Source: an optimization exercise on an open RTL-to-GDS flow (aim: a short achievable clock period and few clock cycles per item). Production flows keep margins and buffers that such runs may drop.
Function was checked by simulation only, so behaviour that the tests miss may differ from the original.
Power and IR drop assume default switching activity.

==> flow/design.v <==
module sce_line_filter (
    input  wire        clk,
    input  wire        rst,         
    input  wire        start,
    input  wire [15:0] len,         
    input  wire [31:0] radius,      
    input  wire        fp_mode,     
    output wire        idle,
    input  wire        in_valid,
    input  wire [31:0] in_data,
    output wire        in_ready,
    output reg         out_valid,
    output reg  [31:0] out_data,
    input  wire        out_ready
);
    localparam integer NTAPS = 17;
    localparam integer HALF  = 8;
    localparam integer FAW   = 5;
    localparam integer CAP   = (1 << FAW) - 1;
    reg        idle_r;       
    reg        in_ready_r;
    reg [15:0] rem;          
    reg [5:0]  occ;          
    reg        tk;           
    reg        otk;          
    reg        lc;           
    reg        st;           
    reg        rst_q;
    assign idle     = idle_r;
    assign in_ready = in_ready_r;
    wire start_take = start & idle_r & ~rst;
    wire in_take    = in_valid & in_ready_r & ~rst;
    wire out_take   = out_valid & out_ready & ~rst;
    wire credit = ({1'b0, occ} + {6'd0, tk}) <= CAP - 2;
    always @(posedge clk) begin
        if (rst) begin
            idle_r     <= 1'b1;
            in_ready_r <= 1'b0;
            rem        <= 16'd0;
        end else if (start_take) begin
            rem        <= len;
            idle_r     <= (len == 16'd0);
            in_ready_r <= (len != 16'd0) & credit;
        end else if (in_take) begin
            rem        <= rem - 16'd1;
            idle_r     <= (rem == 16'd1);
            in_ready_r <= (rem != 16'd1) & credit;
        end else begin
            in_ready_r <= ~idle_r & credit;
        end
    end
    reg [31:0] d_in;
    reg [15:0] len_q;
    reg [31:0] rad_q;
    reg        fp_q;
    always @(posedge clk) begin
        d_in  <= in_data;
        len_q <= len;
        rad_q <= radius;
        fp_q  <= fp_mode;
        tk    <= in_take;
        st    <= start_take;
        lc    <= idle_r;
        otk   <= out_take;
        rst_q <= rst;
    end
    always @(posedge clk) begin
        if (rst | rst_q)
            occ <= 6'd0;
        else
            occ <= occ + {5'd0, tk} - {5'd0, otk};
    end
    reg [15:0] len_r;
    reg [31:0] rad_r;
    reg        fp_r;
    reg        thr_ok;       
    reg [15:0] lo_t;         
    reg [15:0] hi_t;
    reg [15:0] pcq;          
    wire [16:0] hi_w = {1'b0, len_r} - {1'b0, rad_r[15:0]};
    always @(posedge clk) begin
        if (st) begin
            len_r <= len_q;
            rad_r <= rad_q;
            fp_r  <= fp_q;
        end
        thr_ok <= ~fp_r & ~(|rad_r[31:16]) & ~hi_w[16];
        lo_t   <= rad_r[15:0];
        hi_t   <= hi_w[15:0];
        if (st)
            pcq <= 16'd0;
        else if (tk)
            pcq <= pcq + 16'd1;
    end
    wire fast_in = thr_ok & (pcq > lo_t) & (pcq < hi_t);
    reg [31:0] wd [0:NTAPS-1];
    reg [NTAPS-1:0] wv;
    reg [NTAPS-1:0] wf;
    reg        fresh;        
    wire adv = tk | lc;
    integer i;
    always @(posedge clk) begin
        if (adv) begin
            for (i = 0; i < NTAPS - 1; i = i + 1)
                wd[i] <= wd[i+1];
            wd[NTAPS-1] <= d_in;
            wf <= {fast_in, wf[NTAPS-1:1]};
        end
        if (rst_q)
            wv <= {NTAPS{1'b0}};
        else if (adv)
            wv <= {tk, wv[NTAPS-1:1]};
        fresh <= adv & ~rst_q;
    end
    wire [NTAPS-1:0] tap_ok;
    genvar k, c;
    generate
        for (k = 0; k < NTAPS; k = k + 1) begin : g_mask
            if (k < HALF)
                assign tap_ok[k] = &wv[HALF-1:k];
            else if (k == HALF)
                assign tap_ok[k] = 1'b1;
            else
                assign tap_ok[k] = &wv[k:HALF+1];
        end
    endgenerate
    reg        v1, f1;
    reg [31:0] x1;
    reg        v2, f2;
    reg [31:0] x2;
    reg        v3, f3;
    reg [31:0] x3;
    reg        v4, f4;
    reg [31:0] x4;
    reg        v5;
    reg [31:0] r5;
    wire [31:0] q4;
    generate
        for (c = 0; c < 4; c = c + 1) begin : g_ch
            wire [7:0] tap [0:NTAPS-1];
            for (k = 0; k < NTAPS; k = k + 1) begin : g_tap
                assign tap[k] = tap_ok[k] ? wd[k][31-8*c -: 8] : 8'd0;
            end
            reg [8:0]  p1 [0:HALF-1];
            reg [7:0]  m1;
            reg [17:0] ga2, gb2, gc2;
            reg [17:0] acc3;
            reg [32:0] ha4, hb4;
            integer j;
            always @(posedge clk) begin
                for (j = 0; j < HALF; j = j + 1)
                    p1[j] <= {1'b0, tap[j]} + {1'b0, tap[NTAPS-1-j]};
                m1 <= tap[HALF];
                ga2 <= ({9'd0, p1[0]} << 3) + {9'd0, p1[0]}
                     + ({9'd0, p1[1]} << 4)
                     + ({9'd0, p1[2]} << 4) + ({9'd0, p1[2]} << 3)
                     + ({9'd0, p1[3]} << 5) + ({9'd0, p1[3]} << 1) + {9'd0, p1[3]};
                gb2 <= ({9'd0, p1[4]} << 5) + ({9'd0, p1[4]} << 4) - {9'd0, p1[4]}
                     + ({9'd0, p1[5]} << 6) - ({9'd0, p1[5]} << 2) - {9'd0, p1[5]}
                     + ({9'd0, p1[6]} << 6) + ({9'd0, p1[6]} << 3) - ({9'd0, p1[6]} << 1);
                gc2 <= ({9'd0, p1[7]} << 6) + ({9'd0, p1[7]} << 4) - ({9'd0, p1[7]} << 1) - {9'd0, p1[7]}
                     + ({10'd0, m1} << 6) + ({10'd0, m1} << 4);
                acc3 <= ga2 + gb2 + gc2;
                ha4 <= ({15'd0, acc3} << 15) - ({15'd0, acc3} << 13) - ({15'd0, acc3} << 11);
                hb4 <= ({15'd0, acc3} << 8) + ({15'd0, acc3} << 4) + ({15'd0, acc3} << 2) + {15'd0, acc3};
            end
            wire [32:0] prod = ha4 - hb4;
            assign q4[31-8*c -: 8] = prod[31:24];
        end
    endgenerate
    always @(posedge clk) begin
        v1 <= fresh & wv[HALF] & ~rst_q;
        f1 <= wf[HALF];
        x1 <= wd[HALF];
        v2 <= v1 & ~rst_q;  f2 <= f1;  x2 <= x1;
        v3 <= v2 & ~rst_q;  f3 <= f2;  x3 <= x2;
        v4 <= v3 & ~rst_q;  f4 <= f3;  x4 <= x3;
        v5 <= v4 & ~rst_q;
        r5 <= f4 ? x4 : q4;
    end
    reg [31:0]    fmem [0:CAP];
    reg [FAW-1:0] wptr, rptr;
    wire        f_ne  = (rptr != wptr);
    wire        avail = (f_ne | v5) & ~rst_q;
    wire [31:0] cand  = f_ne ? fmem[rptr] : r5;
    wire        load  = avail & (~out_valid | out_ready);
    always @(posedge clk) begin
        if (v5 & ~rst_q)
            fmem[wptr] <= r5;
    end
    always @(posedge clk) begin
        if (rst) begin
            out_valid <= 1'b0;
            wptr      <= {FAW{1'b0}};
            rptr      <= {FAW{1'b0}};
        end else begin
            if (v5 & ~rst_q)
                wptr <= wptr + 1'b1;
            if (load) begin
                out_valid <= 1'b1;
                out_data  <= cand;
                rptr      <= rptr + 1'b1;
            end else if (out_ready) begin
                out_valid <= 1'b0;
            end
        end
    end
endmodule
==> flow/config.mk <==
export PLATFORM = sky130hd
export DESIGN_NAME = sce_line_filter
export DESIGN_NICKNAME = sce_line_filter
export VERILOG_FILES = /design/flow/design.v
export SDC_FILE = /design/flow/constraint.sdc
export NUM_CORES = 4
export LEC_CHECK = 0
export ABC_CLOCK_PERIOD_IN_PS = 4000
export CAP_MARGIN = 20
export CORE_MARGIN = 2
export CORE_UTILIZATION = 40
export SLEW_MARGIN = 20
==> flow/constraint.sdc <==
create_clock -name core_clock -period 20.0 [get_ports {clk}]
set_input_delay 4.0000 -clock core_clock [delete_from_list [all_inputs] [get_ports {clk}]]
set_output_delay 4.0000 -clock core_clock [all_outputs]
set_load 0.01 [all_outputs]
standard.sh (not shown) runs the stock make flow with config.mk's settings and CLKGATE_MAP_FILE= SYNTH_SCRIPT=/design/flow/synth_recipe.tcl, a recipe that flattens the netlist after the stock synthesis.
==> flow/flow/run.sh <==
#!/bin/bash
# Own layout flow: the standard ORFS flow, with
#  - the port buffers made with buf_4 cells (instead of the default delay-buffer cell),
#  - the timing repair steps asked to leave a larger setup margin, so the resizer
#    keeps working on paths that already meet the 20 ns clock.
# The SDC, clock period, I/O delays and loads are the standard flow's, unchanged.
set -euo pipefail
here=$(pwd)
bash standard.sh \
  "BUFFER_PORTS_ARGS=-buffer_cell sky130_fd_sc_hd__buf_4" \
  "SETUP_SLACK_MARGIN=${SETUP_MARGIN_NS:-15}" \
  finish > "$here/standard_flow.log" 2>&1
The baseline went through all stages and came out clean.
Testbench counts at the start, summed over its fixed seeds: cycles 10,510, items 10,254.
Edit:
--- a/flow/design.v
+++ b/flow/design.v
@@ -15,56 +15,63 @@
 );
     localparam integer NTAPS = 17;
     localparam integer HALF  = 8;
     localparam integer FAW   = 5;
     localparam integer CAP   = (1 << FAW) - 1;
     reg        idle_r;       
-    reg        in_ready_r;
-    reg [15:0] rem;          
+    reg        in_ready_r;   
+    reg        idle_i;       
+    reg        rdy_i;        
+    reg [15:0] rem_d;        
     reg [5:0]  occ;          
     reg        tk;           
     reg        otk;          
     reg        lc;           
     reg        st;           
     reg        rst_q;
+    reg [15:0] len_q;
     assign idle     = idle_r;
     assign in_ready = in_ready_r;
-    wire start_take = start & idle_r & ~rst;
-    wire in_take    = in_valid & in_ready_r & ~rst;
-    wire out_take   = out_valid & out_ready & ~rst;
+    wire start_take = start & idle_i & ~rst;
+    wire in_take    = in_valid & rdy_i & ~rst;
     wire credit = ({1'b0, occ} + {6'd0, tk}) <= CAP - 2;
+    wire last1 = st ? (len_q == 16'd1) : tk ? (rem_d == 16'd2) : (rem_d == 16'd1);
+    wire len_nz = |len;
     always @(posedge clk) begin
         if (rst) begin
             idle_r     <= 1'b1;
             in_ready_r <= 1'b0;
-            rem        <= 16'd0;
         end else if (start_take) begin
-            rem        <= len;
-            idle_r     <= (len == 16'd0);
-            in_ready_r <= (len != 16'd0) & credit;
+            idle_r     <= ~len_nz;
+            in_ready_r <= len_nz & credit;
         end else if (in_take) begin
-            rem        <= rem - 16'd1;
-            idle_r     <= (rem == 16'd1);
-            in_ready_r <= (rem != 16'd1) & credit;
+            idle_r     <= last1;
+            in_ready_r <= ~last1 & credit;
         end else begin
-            in_ready_r <= ~idle_r & credit;
-        end
+            in_ready_r <= ~idle_i & credit;
+        end
+        idle_i <= rst | (idle_i & ~(start & len_nz)) | (in_take & last1);
+        rdy_i  <= ~rst & credit & ((start_take & len_nz) | (in_take & ~last1) | (~in_take & ~idle_i));
+    end
+    always @(posedge clk) begin
+        if (st)
+            rem_d <= len_q;
+        else if (tk)
+            rem_d <= rem_d - 16'd1;
     end
     reg [31:0] d_in;
-    reg [15:0] len_q;
     reg [31:0] rad_q;
     reg        fp_q;
     always @(posedge clk) begin
         d_in  <= in_data;
         len_q <= len;
         rad_q <= radius;
         fp_q  <= fp_mode;
         tk    <= in_take;
         st    <= start_take;
-        lc    <= idle_r;
-        otk   <= out_take;
+        lc    <= idle_i;
         rst_q <= rst;
     end
     always @(posedge clk) begin
         if (rst | rst_q)
             occ <= 6'd0;
         else
@@ -180,13 +187,18 @@
     end
     reg [31:0]    fmem [0:CAP];
     reg [FAW-1:0] wptr, rptr;
     wire        f_ne  = (rptr != wptr);
     wire        avail = (f_ne | v5) & ~rst_q;
     wire [31:0] cand  = f_ne ? fmem[rptr] : r5;
-    wire        load  = avail & (~out_valid | out_ready);
+    reg         ov_i;        
+    wire        load  = avail & (~ov_i | out_ready);
+    always @(posedge clk) begin
+        otk  <= ov_i & out_ready & ~rst;
+        ov_i <= ~rst & (load | (ov_i & ~out_ready));
+    end
     always @(posedge clk) begin
         if (v5 & ~rst_q)
             fmem[wptr] <= r5;
     end
     always @(posedge clk) begin
         if (rst) begin
@@ -195,14 +207,19 @@
             rptr      <= {FAW{1'b0}};
         end else begin
             if (v5 & ~rst_q)
                 wptr <= wptr + 1'b1;
             if (load) begin
                 out_valid <= 1'b1;
-                out_data  <= cand;
                 rptr      <= rptr + 1'b1;
             end else if (out_ready) begin
                 out_valid <= 1'b0;
             end
         end
     end
+    always @(posedge clk) begin
+        if (rst_q)
+            out_data <= 32'd0;
+        else if (load)
+            out_data <= cand;
+    end
 endmodule
Effect: Design area climbs by about 0.7%. Sequential power barely changes. Setup slack gains 0.23 ns. Maximum frequency climbs by about 4.3%. Register-to-register slack loses 0.23 ns.
Testbench counts after the change, summed over its fixed seeds: cycles 10,510, items 10,254.

## afterwards: timing with drivers on the ports
Ports are ideal in the flow. The routed layouts listed here were re-timed in OpenROAD.
Step 1 (the two cells are an assumption about what drives the block):
set clk [get_ports {clk}]
set_driving_cell -lib_cell sky130_fd_sc_hd__clkbuf_16 $clk
set_driving_cell -lib_cell sky130_fd_sc_hd__buf_2 [delete_from_list [all_inputs] $clk]
Step 2 adds t to the input delays and takes it off the output delays; t is the mean of the earliest and latest rising clock arrival at the registers after step 1. Input paths then give back, and output paths get back, about the clock's delay inside the block.
Slacks: ideal ports / drivers / drivers and shift; pairs: ideal ports / drivers.
run	shift t [ns]	setup WS [ns]	slew at the worst register clock pin (ns)	worst data-port slew with drivers (ns)
the first run	1.007	14.324 / 14.217 / 14.160	0.07 / 0.07	0.09
the second run	0.997	14.556 / 14.458 / 14.157	0.07 / 0.07	0.11
After both steps setup and hold are still met in every run listed. For the second run, which loses most, drivers alone change the setup slack by -0.098 ns; drivers and shift together by -0.399 ns.
